From an optimization exercise on the open Yosys and OpenROAD flow, aimed at small area and few clock cycles; shortcuts taken in it are not production practice. The RTL was checked by simulation tests, not by an equivalence proof against the original design. No activity file was given, so power comes from the tool's default toggle rates.

==> inputs of v27 <==
==> flow/design.v <==
module crc16_byte (
    input  wire [15:0] crc_in,
    input  wire [7:0]  data,
    output reg  [15:0] crc_out
);
    integer i;
    always @(*) begin
        crc_out = crc_in ^ {data, 8'h00};
        for (i = 0; i < 8; i = i + 1) begin
            if (crc_out[15])
                crc_out = {crc_out[14:0], 1'b0} ^ 16'h1021;
            else
                crc_out = {crc_out[14:0], 1'b0};
        end
    end
endmodule
module crc_unit (
    input  wire        clk,
    input  wire        rst,
    input  wire        crc_init,
    input  wire        crc_valid,
    input  wire [7:0]  crc_data,
    output reg  [15:0] crc_acc
);
    wire [15:0] crc_next;
    crc16_byte u_crc (.crc_in(crc_acc), .data(crc_data), .crc_out(crc_next));
    always @(posedge clk) begin
        if (rst || crc_init)
            crc_acc <= 16'hFFFF;
        else if (crc_valid)
            crc_acc <= crc_next;
    end
endmodule
module frame_decoder (
    input  wire        clk,
    input  wire        rst,
    input  wire        rx_valid,
    input  wire [7:0]  rx_data,
    output wire        rx_ready,
    output wire        pbuf_we,
    output wire [8:0]  pbuf_addr,
    output wire [7:0]  pbuf_wdata,
    output wire        frame_valid,
    output wire [7:0]  frame_msg,
    output wire [9:0]  frame_len,
    input  wire        frame_ack
);
    localparam [2:0] S_SOF0    = 3'd0,
                     S_SOF1    = 3'd1,
                     S_MSG     = 3'd2,
                     S_LENHI   = 3'd3,
                     S_LENLO   = 3'd4,
                     S_PAYLOAD = 3'd5,
                     S_CRCLO   = 3'd6;
    reg  [2:0]  state;
    reg  [15:0] dec_crc;
    reg  [7:0]  dec_msg;
    reg  [9:0]  dec_len;      
    reg  [9:0]  dec_idx;
    wire        held    = (state == S_SOF0) && (dec_crc == 16'd0);
    wire        rx_fire = rx_valid && rx_ready;
    wire [15:0] crc_next;
    wire        hi_big  = |rx_data[7:2];
    wire        len_over = (dec_len[9:8] == 2'b11) ||
                           (dec_len[9:8] == 2'b10 && rx_data != 8'd0);
    crc16_byte u_crc (.crc_in(dec_crc), .data(rx_data), .crc_out(crc_next));
    assign frame_valid = held;
    assign rx_ready    = !held || frame_ack;
    assign frame_msg   = dec_msg;
    assign frame_len   = dec_len;
    assign pbuf_we    = rx_valid && (state == S_PAYLOAD) && !dec_idx[9];
    assign pbuf_addr  = dec_idx[8:0];
    assign pbuf_wdata = rx_data;
    always @(posedge clk) begin
        if (rst) begin
            state   <= S_SOF0;
            dec_crc <= 16'hFFFF;
        end else begin
            if (state == S_SOF0 && rx_ready)
                dec_crc <= 16'hFFFF;
            if (state == S_PAYLOAD)
                dec_idx <= dec_idx + {9'd0, rx_valid};
            else
                dec_idx <= 10'd0;
            if (rx_fire) begin
                case (state)
                    S_SOF0: begin
                        if (rx_data == 8'hAA)
                            state <= S_SOF1;
                    end
                    S_SOF1: begin
                        if (rx_data == 8'h55)
                            state <= S_MSG;
                        else
                            state <= S_SOF0;
                    end
                    S_MSG: begin
                        dec_msg <= rx_data;
                        dec_crc <= crc_next;
                        state   <= S_LENHI;
                    end
                    S_LENHI: begin
                        dec_len[9:8] <= {rx_data[1] | hi_big, rx_data[0] | hi_big};
                        dec_crc <= crc_next;
                        state   <= S_LENLO;
                    end
                    S_LENLO: begin
                        dec_len[7:0] <= rx_data;
                        if (len_over) begin
                            dec_crc <= 16'hFFFF;
                            state   <= S_SOF0;
                        end else begin
                            dec_crc <= crc_next;
                            state   <= S_PAYLOAD;
                        end
                    end
                    S_PAYLOAD: begin
                        dec_crc <= crc_next;
                        if (dec_idx == dec_len)
                            state <= S_CRCLO;
                    end
                    default: begin       
                        dec_crc <= crc_next;
                        state   <= S_SOF0;
                    end
                endcase
            end
        end
    end
endmodule
module frame_encoder (
    input  wire        clk,
    input  wire        rst,
    input  wire        enc_start,
    input  wire [7:0]  enc_msg,
    input  wire [15:0] enc_len,
    output wire        enc_ready,
    output reg         enc_err,
    input  wire        pl_valid,
    input  wire [7:0]  pl_data,
    output wire        pl_ready,
    output reg         tx_valid,
    output reg  [7:0]  tx_data,
    input  wire        tx_ready
);
    localparam [3:0] E_IDLE    = 4'd0,
                     E_SOF0    = 4'd1,
                     E_SOF1    = 4'd2,
                     E_MSG     = 4'd3,
                     E_LENHI   = 4'd4,
                     E_LENLO   = 4'd5,
                     E_PAYLOAD = 4'd6,
                     E_CRCHI   = 4'd7,
                     E_CRCLO   = 4'd8;
    reg  [3:0]  state;
    reg  [9:0]  len;
    reg  [15:0] enc_crc;
    wire        tx_fire  = tx_valid && tx_ready;
    wire        take     = enc_start && enc_ready;
    wire        len_ok   = (enc_len[15:10] == 6'd0) &&
                           !(enc_len[9] && enc_len[8:0] != 9'd0);
    wire        len_zero = (len == 10'd0);
    wire [7:0]  crc_data = (state == E_MSG) ? 8'hFF : tx_data;
    wire [15:0] crc_next;
    crc16_byte u_crc (.crc_in(enc_crc), .data(crc_data), .crc_out(crc_next));
    assign enc_ready = (state == E_IDLE) || (state == E_CRCLO && tx_ready);
    assign pl_ready  = (state == E_PAYLOAD) && tx_ready;
    always @(*) begin
        tx_valid = 1'b1;
        case (state)
            E_IDLE:    begin tx_valid = 1'b0; tx_data = enc_crc[15:8];  end
            E_SOF0:    tx_data = 8'hAA;
            E_SOF1:    tx_data = 8'h55;
            E_MSG:     tx_data = enc_crc[15:8];
            E_LENHI:   tx_data = {6'd0, len[9:8]};
            E_LENLO:   tx_data = len[7:0];
            E_PAYLOAD: begin tx_valid = pl_valid; tx_data = pl_data;    end
            E_CRCHI:   tx_data = enc_crc[15:8];
            E_CRCLO:   tx_data = enc_crc[15:8];
            default:   begin tx_valid = 1'b0; tx_data = enc_crc[15:8];  end
        endcase
    end
    always @(posedge clk) begin
        if (rst) begin
            state   <= E_IDLE;
            enc_err <= 1'b0;
        end else begin
            if (tx_fire && state != E_IDLE && state != E_SOF0 && state != E_SOF1)
                enc_crc <= crc_next;
            case (state)
                E_SOF0:  if (tx_fire) state <= E_SOF1;
                E_SOF1:  if (tx_fire) state <= E_MSG;
                E_MSG:   if (tx_fire) state <= E_LENHI;
                E_LENHI: if (tx_fire) state <= E_LENLO;
                E_LENLO: begin
                    if (tx_fire) begin
                        len   <= len - 10'd1;
                        state <= len_zero ? E_CRCHI : E_PAYLOAD;
                    end
                end
                E_PAYLOAD: begin
                    if (tx_fire) begin
                        len <= len - 10'd1;
                        if (len_zero)
                            state <= E_CRCHI;
                    end
                end
                E_CRCHI: if (tx_fire) state <= E_CRCLO;
                E_CRCLO: if (tx_fire) state <= E_IDLE;
                default: state <= E_IDLE;
            endcase
            if (take) begin
                enc_err <= !len_ok;
                if (len_ok) begin
                    len     <= enc_len[9:0];
                    enc_crc <= {enc_msg, 8'hFF};
                    state   <= E_SOF0;
                end
            end
        end
    end
endmodule
module frame_codec (
    input  wire        clk,
    input  wire        rst,
    input  wire        crc_init,
    input  wire        crc_valid,
    input  wire [7:0]  crc_data,
    output wire [15:0] crc_acc,
    input  wire        rx_valid,
    input  wire [7:0]  rx_data,
    output wire        rx_ready,
    output wire        pbuf_we,
    output wire [8:0]  pbuf_addr,
    output wire [7:0]  pbuf_wdata,
    output wire        frame_valid,
    output wire [7:0]  frame_msg,
    output wire [9:0]  frame_len,
    input  wire        frame_ack,
    input  wire        enc_start,
    input  wire [7:0]  enc_msg,
    input  wire [15:0] enc_len,
    output wire        enc_ready,
    output wire        enc_err,
    input  wire        pl_valid,
    input  wire [7:0]  pl_data,
    output wire        pl_ready,
    output wire        tx_valid,
    output wire [7:0]  tx_data,
    input  wire        tx_ready
);
    crc_unit u_crc (
        .clk(clk), .rst(rst),
        .crc_init(crc_init), .crc_valid(crc_valid), .crc_data(crc_data),
        .crc_acc(crc_acc)
    );
    frame_decoder u_dec (
        .clk(clk), .rst(rst),
        .rx_valid(rx_valid), .rx_data(rx_data), .rx_ready(rx_ready),
        .pbuf_we(pbuf_we), .pbuf_addr(pbuf_addr), .pbuf_wdata(pbuf_wdata),
        .frame_valid(frame_valid), .frame_msg(frame_msg), .frame_len(frame_len),
        .frame_ack(frame_ack)
    );
    frame_encoder u_enc (
        .clk(clk), .rst(rst),
        .enc_start(enc_start), .enc_msg(enc_msg), .enc_len(enc_len),
        .enc_ready(enc_ready), .enc_err(enc_err),
        .pl_valid(pl_valid), .pl_data(pl_data), .pl_ready(pl_ready),
        .tx_valid(tx_valid), .tx_data(tx_data), .tx_ready(tx_ready)
    );
endmodule
==> flow/flow/run.sh <==
#!/bin/bash
# Own layout flow: the standard ORFS flow (standard.sh) with these changes
# to how the layout is made:
#  - synthesis is the standard flow's own script, but ABC maps the logic for area
#    (flow/synth.tcl, flow/abc_area.script);
#  - the port buffers are the smallest buffer cell (buf_1) instead of the
#    default pick;
#  - the buffers synthesis put on pass-through wires become buf_1 too;
#  - the clock tree is built from clkbuf_8 without dummy loads.
# make's full output goes to flow_make.log; ORFS keeps each step's log in
# orfs/logs/.
set -euo pipefail
here=$(cd "$(dirname "$0")" && pwd)
work=$(pwd)
export OWN_ABC_SCRIPT="$here/abc_area.script"
export FLOW_SYNTH_TCL="$work/synth_recipe.tcl"
export BUFFER_PORTS_ARGS="-buffer_cell sky130_fd_sc_hd__buf_1"
export PRE_GLOBAL_PLACE_TCL="$here/pre_place.tcl"
export CTS_ARGS="-sink_clustering_enable -repair_clock_nets -dont_use_dummy_load -buf_list sky130_fd_sc_hd__clkbuf_8"
# standard.sh with the synthesis script pointed at flow/synth.tcl
sed "s#SYNTH_SCRIPT=[^ ]*#SYNTH_SCRIPT=$here/synth.tcl#" standard.sh > own_standard.sh
grep -q "SYNTH_SCRIPT=$here/synth.tcl" own_standard.sh
bash own_standard.sh finish > flow_make.log 2>&1
==> flow/flow/abc_area.script <==
strash
dch
map -a
strash
dch
map -a
strash
dch
map -a
strash
dch
map -a
strash
dch
map -a
strash
dch
map -a
strash
dch
map -a
strash
dch
map -a
topo
dnsize
==> flow/flow/pre_place.tcl <==
# Before port buffering: the buffers synthesis put on pass-through wires
# (input port straight to output port) become the smallest buffer cell.
foreach inst [get_cells *] {
  set m [get_property $inst ref_name]
  if {![regexp {^sky130_fd_sc_hd__buf_([2-9]|1[0-9])$} $m]} { continue }
  set out [get_pins -of_objects $inst -filter "direction == output"]
  set net [get_nets -of_objects $out]
  set ports [get_ports -quiet -of_objects $net]
  set drives_port 0
  foreach p $ports { if {[get_property $p direction] eq "output"} { set drives_port 1 } }
  if {$drives_port} {
    puts "pre_place: [get_property $inst full_name] $m -> sky130_fd_sc_hd__buf_1"
    replace_cell $inst sky130_fd_sc_hd__buf_1
  }
}
==> flow/flow/synth.tcl <==
# The standard flow's synthesis (synth_recipe.tcl, sourced unchanged) with one change: ABC
# maps the logic with an area-oriented script (abc_area.script beside this
# file) instead of ORFS's delay-oriented one.  Flip-flops are mapped before
# ABC runs, so the registers are the standard synthesis's.
proc abc {args} {
  set i [lsearch -exact $args -script]
  if {$i >= 0} { lset args [expr {$i + 1}] $::env(OWN_ABC_SCRIPT) }
  puts "own flow: abc $args"
  yosys abc {*}$args
}
source $::env(FLOW_SYNTH_TCL)
==> flow/standard.sh <==
#!/bin/bash
# synth_recipe.tcl (not shown) runs the flow's synth.tcl, then flattens the netlist and writes it again
# the make line also repeats each setting of config.mk as NAME=value (left out here)
make -C /OpenROAD-flow-scripts/flow DESIGN_CONFIG=/design/flow/config.mk WORK_HOME=/design/flow/orfs CLKGATE_MAP_FILE= SYNTH_SCRIPT=/design/flow/synth_recipe.tcl "${@:-finish}"
==> flow/config.mk <==
export PLATFORM = sky130hd
export DESIGN_NAME = frame_codec
export DESIGN_NICKNAME = frame_codec
export VERILOG_FILES = /design/flow/design.v
export SDC_FILE = /design/flow/constraint.sdc
export NUM_CORES = 4
export LEC_CHECK = 0
export CAP_MARGIN = 20
export CORE_MARGIN = 2
export CORE_UTILIZATION = 65
export SLEW_MARGIN = 20
==> flow/constraint.sdc <==
create_clock -name core_clock -period 4.0 [get_ports {clk}]
set_input_delay 0.8000 -clock core_clock [delete_from_list [all_inputs] [get_ports {clk}]]
set_output_delay 0.8000 -clock core_clock [all_outputs]
set_load 0.01 [all_outputs]
==> v17 (differences from v27) <==
--- a/flow/design.v
+++ b/flow/design.v
@@ -50,7 +50,7 @@
                      S_MSG     = 3'd2,
                      S_LENHI   = 3'd3,
-                     S_LENLO   = 3'd4,
-                     S_PAYLOAD = 3'd5,
-                     S_CRCLO   = 3'd6;
+                     S_LENLO   = 3'd5,
+                     S_PAYLOAD = 3'd6,
+                     S_CRCLO   = 3'd7;
     reg  [2:0]  state;
     reg  [15:0] dec_crc;
@@ -101,5 +101,5 @@
                     end
                     S_LENHI: begin
-                        dec_len[9:8] <= {rx_data[1] | hi_big, rx_data[0] | hi_big};
+                        dec_len <= {rx_data[1] | hi_big, rx_data[0] | hi_big, 8'h00};
                         dec_crc <= crc_next;
                         state   <= S_LENLO;
==> flow/flow/run.sh (replaced) <==
#!/bin/bash
# Own layout flow: the standard ORFS flow (standard.sh, unchanged synthesis)
# with three changes to how the layout is made:
#  - the port buffers are the smallest buffer cell (buf_1) instead of the
#    default pick;
#  - the buffers synthesis put on pass-through wires become buf_1 too;
#  - no dummy loads in the clock tree; power recovery (downsizing of gates
#    off the critical paths) after global routing.
# make's full output goes to flow_make.log; ORFS keeps each step's log in
# orfs/logs/.
set -euo pipefail
here=$(cd "$(dirname "$0")" && pwd)
export BUFFER_PORTS_ARGS="-buffer_cell sky130_fd_sc_hd__buf_1"
export PRE_GLOBAL_PLACE_TCL="$here/pre_place.tcl"
export CTS_ARGS="-sink_clustering_enable -repair_clock_nets -dont_use_dummy_load -buf_list sky130_fd_sc_hd__clkbuf_8"
export RECOVER_POWER=100
bash standard.sh finish > flow_make.log 2>&1
==> flow/flow/pre_place.tcl (replaced) <==
# Before port buffering: the buffers synthesis put on pass-through wires
# (input port straight to output port) become the smallest buffer cell.
foreach inst [get_cells *] {
  set m [get_property $inst ref_name]
  if {[regexp {^sky130_fd_sc_hd__buf_([2-9]|1[0-9])$} $m]} {
    puts "pre_place: [get_property $inst full_name] $m -> sky130_fd_sc_hd__buf_1"
    replace_cell $inst sky130_fd_sc_hd__buf_1
  }
}
--- a/flow/config.mk
+++ b/flow/config.mk
@@ -8,4 +8,4 @@
 export CAP_MARGIN = 20
 export CORE_MARGIN = 2
-export CORE_UTILIZATION = 65
+export CORE_UTILIZATION = 40
 export SLEW_MARGIN = 20
removed: flow/flow/abc_area.script
removed: flow/flow/synth.tcl
==> impl_metrics.yaml <==
logic_synthesis:
  synth_area_leaders: "edfxtp_1 32%, dfxtp_1 16%, nand2_1 7.5%, xor2_1 6.0%, xnor2_1 4.6%"
  syn_inst: 592
critical_path:
  cp.required_ns: 4.05
  cp_common_cell: "nor2_1"
  r2r-end: "u_enc.len[9]"
  critPathKind: "reg -> reg"
clock_network:
  clock_latency_ns: 0.35
run_status:
  status: "complete, no violations"
grt:
  grt_pass1_wl_mm: 19.5
timing:
  hold_ws_ns: 0.514
  fmax_mhz: 297
layout:
  final_core_util_pct: 74.5
  fin_area_um2: 5730
  sh_seq_area_pct: 42.3
routing:
  m1WireLength_mm: 5.35
The numbers above come from v27.

==> impl_metrics.yaml <==
critical_path:
  cp_common_cell: "nor3_1"
  critPathKind: "reg -> out"
layout:
  final_core_util_pct: 44.9
run_status:
  check.faults: "capacitance limit, slew limit"
  status: "complete, but fails checks"
routing:
  m1WireLength_mm: 6.34
logic_synthesis:
  syn_inst: 613
  synth_area_leaders: "edfxtp_1 29%, dfxtp_1 14%, xnor2_1 9.1%, nand2_1 6.2%, xor2_1 5.5%"
job:
  cap_viol_max_count: 1
clock_network:
  clock_latency_ns: 0.36
timing:
  hold_ws_ns: 0.516
  slew_violations: 47
  fmax_mhz: 294
The numbers above come from v17.

Testbench counts of v27, summed over its fixed seeds: cycles 34,439.
Testbench counts of v17, summed over its fixed seeds: cycles 34,439.

==> v14 <==
// frame_codec: RTL as listed in full above, without the edits since
==> flow/config.mk <==
export PLATFORM = sky130hd
export DESIGN_NAME = frame_codec
export DESIGN_NICKNAME = frame_codec
export VERILOG_FILES = /design/flow/design.v
export SDC_FILE = /design/flow/constraint.sdc
export NUM_CORES = 4
export LEC_CHECK = 0
export CAP_MARGIN = 20
export CORE_MARGIN = 2
export CORE_UTILIZATION = 65
export GPL_TIMING_DRIVEN = 0
export SLEW_MARGIN = 20
==> flow/constraint.sdc <==
create_clock -name core_clock -period 4.0 [get_ports {clk}]
set_input_delay 0.8000 -clock core_clock [delete_from_list [all_inputs] [get_ports {clk}]]
set_output_delay 0.8000 -clock core_clock [all_outputs]
set_load 0.01 [all_outputs]
standard.sh (not shown) runs the stock make flow with config.mk's settings and CLKGATE_MAP_FILE= SYNTH_SCRIPT=/design/flow/synth_recipe.tcl, a recipe that flattens the netlist after the stock synthesis.
==> flow/flow/run.sh <==
#!/bin/bash
# Own layout flow: the standard ORFS flow (standard.sh) with these changes
# to how the layout is made:
#  - synthesis is the standard flow's own script, but ABC maps the logic for area
#    (flow/synth.tcl, flow/abc_area.script);
#  - the port buffers are the smallest buffer cell (buf_1) instead of the
#    default pick;
#  - the buffers synthesis put on pass-through wires become buf_1 too;
#  - the clock tree is built from clkbuf_8 without dummy loads.
# make's full output goes to flow_make.log; ORFS keeps each step's log in
# orfs/logs/.
set -euo pipefail
here=$(cd "$(dirname "$0")" && pwd)
work=$(pwd)
export OWN_ABC_SCRIPT="$here/abc_area.script"
export FLOW_SYNTH_TCL="$work/synth_recipe.tcl"
export BUFFER_PORTS_ARGS="-buffer_cell sky130_fd_sc_hd__buf_1"
export PRE_GLOBAL_PLACE_TCL="$here/pre_place.tcl"
export CTS_ARGS="-sink_clustering_enable -repair_clock_nets -dont_use_dummy_load -buf_list sky130_fd_sc_hd__clkbuf_8"
# standard.sh with the synthesis script pointed at flow/synth.tcl
sed "s#SYNTH_SCRIPT=[^ ]*#SYNTH_SCRIPT=$here/synth.tcl#" standard.sh > own_standard.sh
grep -q "SYNTH_SCRIPT=$here/synth.tcl" own_standard.sh
bash own_standard.sh finish > flow_make.log 2>&1
==> flow/flow/abc_area.script <==
strash
dch
map -a
strash
dch
map -a
strash
dch
map -a
strash
dch
map -a
strash
dch
map -a
strash
dch
map -a
strash
dch
map -a
strash
dch
map -a
strash
&get -n
&dch
&nf -a -R 1000
&put
topo
dnsize
Other scripts of this flow, unchanged in this note and not shown: flow/flow/pre_place.tcl, flow/flow/synth.tcl
==> inputs of v18, as changes to v14 <==
--- a/flow/design.v
+++ b/flow/design.v
@@ -49,9 +49,9 @@
                      S_SOF1    = 3'd1,
                      S_MSG     = 3'd2,
                      S_LENHI   = 3'd3,
-                     S_LENLO   = 3'd4,
-                     S_PAYLOAD = 3'd5,
-                     S_CRCLO   = 3'd6;
+                     S_LENLO   = 3'd5,
+                     S_PAYLOAD = 3'd6,
+                     S_CRCLO   = 3'd7;
     reg  [2:0]  state;
     reg  [15:0] dec_crc;
     reg  [7:0]  dec_msg;
==> flow/flow/abc_area.script (replaced) <==
strash
dch
map -a
strash
dch
map -a
strash
dch
map -a
strash
dch
map -a
strash
dch
map -a
strash
dch
map -a
strash
dch
map -a
strash
dch
map -a
topo
dnsize
- CORE_UTILIZATION: 65 -> 40
- GPL_TIMING_DRIVEN: 0 -> default
==> qor summary <==
Adder-cell share of the synthesized area: v18 0.969%; v14 0.990%
Placeable core region: v18 12600 µm²; v14 7650 µm²
Parity-gate share of the synthesized area counting xor and xnor cells: v18 9.84%; v14 12.6%
Top sig layer: v18 met5; v14 met4
Final Cycle Share: v18 80.2%; v14 85.1%
Worst Max-Slew Pin Slew: v18 0.693 ns; v14 1.04 ns
Multi-input gates: v18 443; v14 409
Result of the run: v18 timing/DRC/antenna clean; v14 timing/DRC/antenna clean
Detailed-route wire length per cell: v18 14.8 µm; v14 15.5 µm
Sequential cell power: v18 1.19 mW; v14 1.08 mW
Leading cell kind: v18 registers; v14 multi-input combinational cells
Number of nets in the synthesized netlist: v18 673; v14 599
Portion of netlist area occupied by mux cells: v18 0%; v14 1.19%
Final wirelength: v18 13400 µm; v14 12000 µm
Post-Route Utilization: v18 46.6%; v14 75.3%
Worst min-delay path endpoint: v18 u_dec.dec_crc[2]$_SDFF_PP1_; v14 u_crc.crc_acc[13]$_SDFFE_PP1P_
Post-synthesis area per instance: v18 8.44 µm²; v14 9.40 µm²
Met2 routed wirelength: v18 6060 µm; v14 5990 µm
GR met2 Demand/Resource: v18 30.2%; v14 49.4%
Share of power burned in combinational logic: v18 25.8%; v14 14.0%
# placed instances: v18 894; v14 765
Minimum setup slack after placement: v18 0.865 ns; v14 0.412 ns
Full die area: v18 13800 µm²; v14 8500 µm²
Global-route met3 utilization: v18 4.65%; v14 4.19%
Terminus of the critical flop-to-flop path: v18 u_enc.enc_crc[8]$_DFFE_PN_; v14 u_enc.len[9]$_DFFE_PN_
Share of post-route cells with drive strength above 1: v18 3.15%; v14 2.53%
Testbench counts of v14, summed over its fixed seeds: cycles 34,439.
Testbench counts of v18, summed over its fixed seeds: cycles 34,439.

[port drivers added, routing unchanged]
How much do the figures lean on ideal ports? The routed layouts below were timed once more, with nothing changed but the port constraints. Step 1: set_driving_cell puts a clkbuf_16 on clk and a buf_2 on each other input, an assumption about the parent block. Step 2 times the ports against the registers' clock, not the clock port: input delays grow and output delays shrink by t, the midpoint of the rising clock arrivals with the driver on. Three values: ideal ports, drivers, drivers and shift; two values: the first two.
run	t, ns	setup WS [ns]	pins driven straight from the clock port
v27	0.368	0.635 / 0.635 / 0.635	1
v17	0.384	0.602 / 0.568 / 0.388	1
v14	0.373	0.595 / 0.595 / 0.595	1
v18	0.389	0.792 / 0.792 / 0.792	1
The setup slack of v17, which loses most, moves by -0.034 ns with the drivers and by -0.214 ns with both steps.
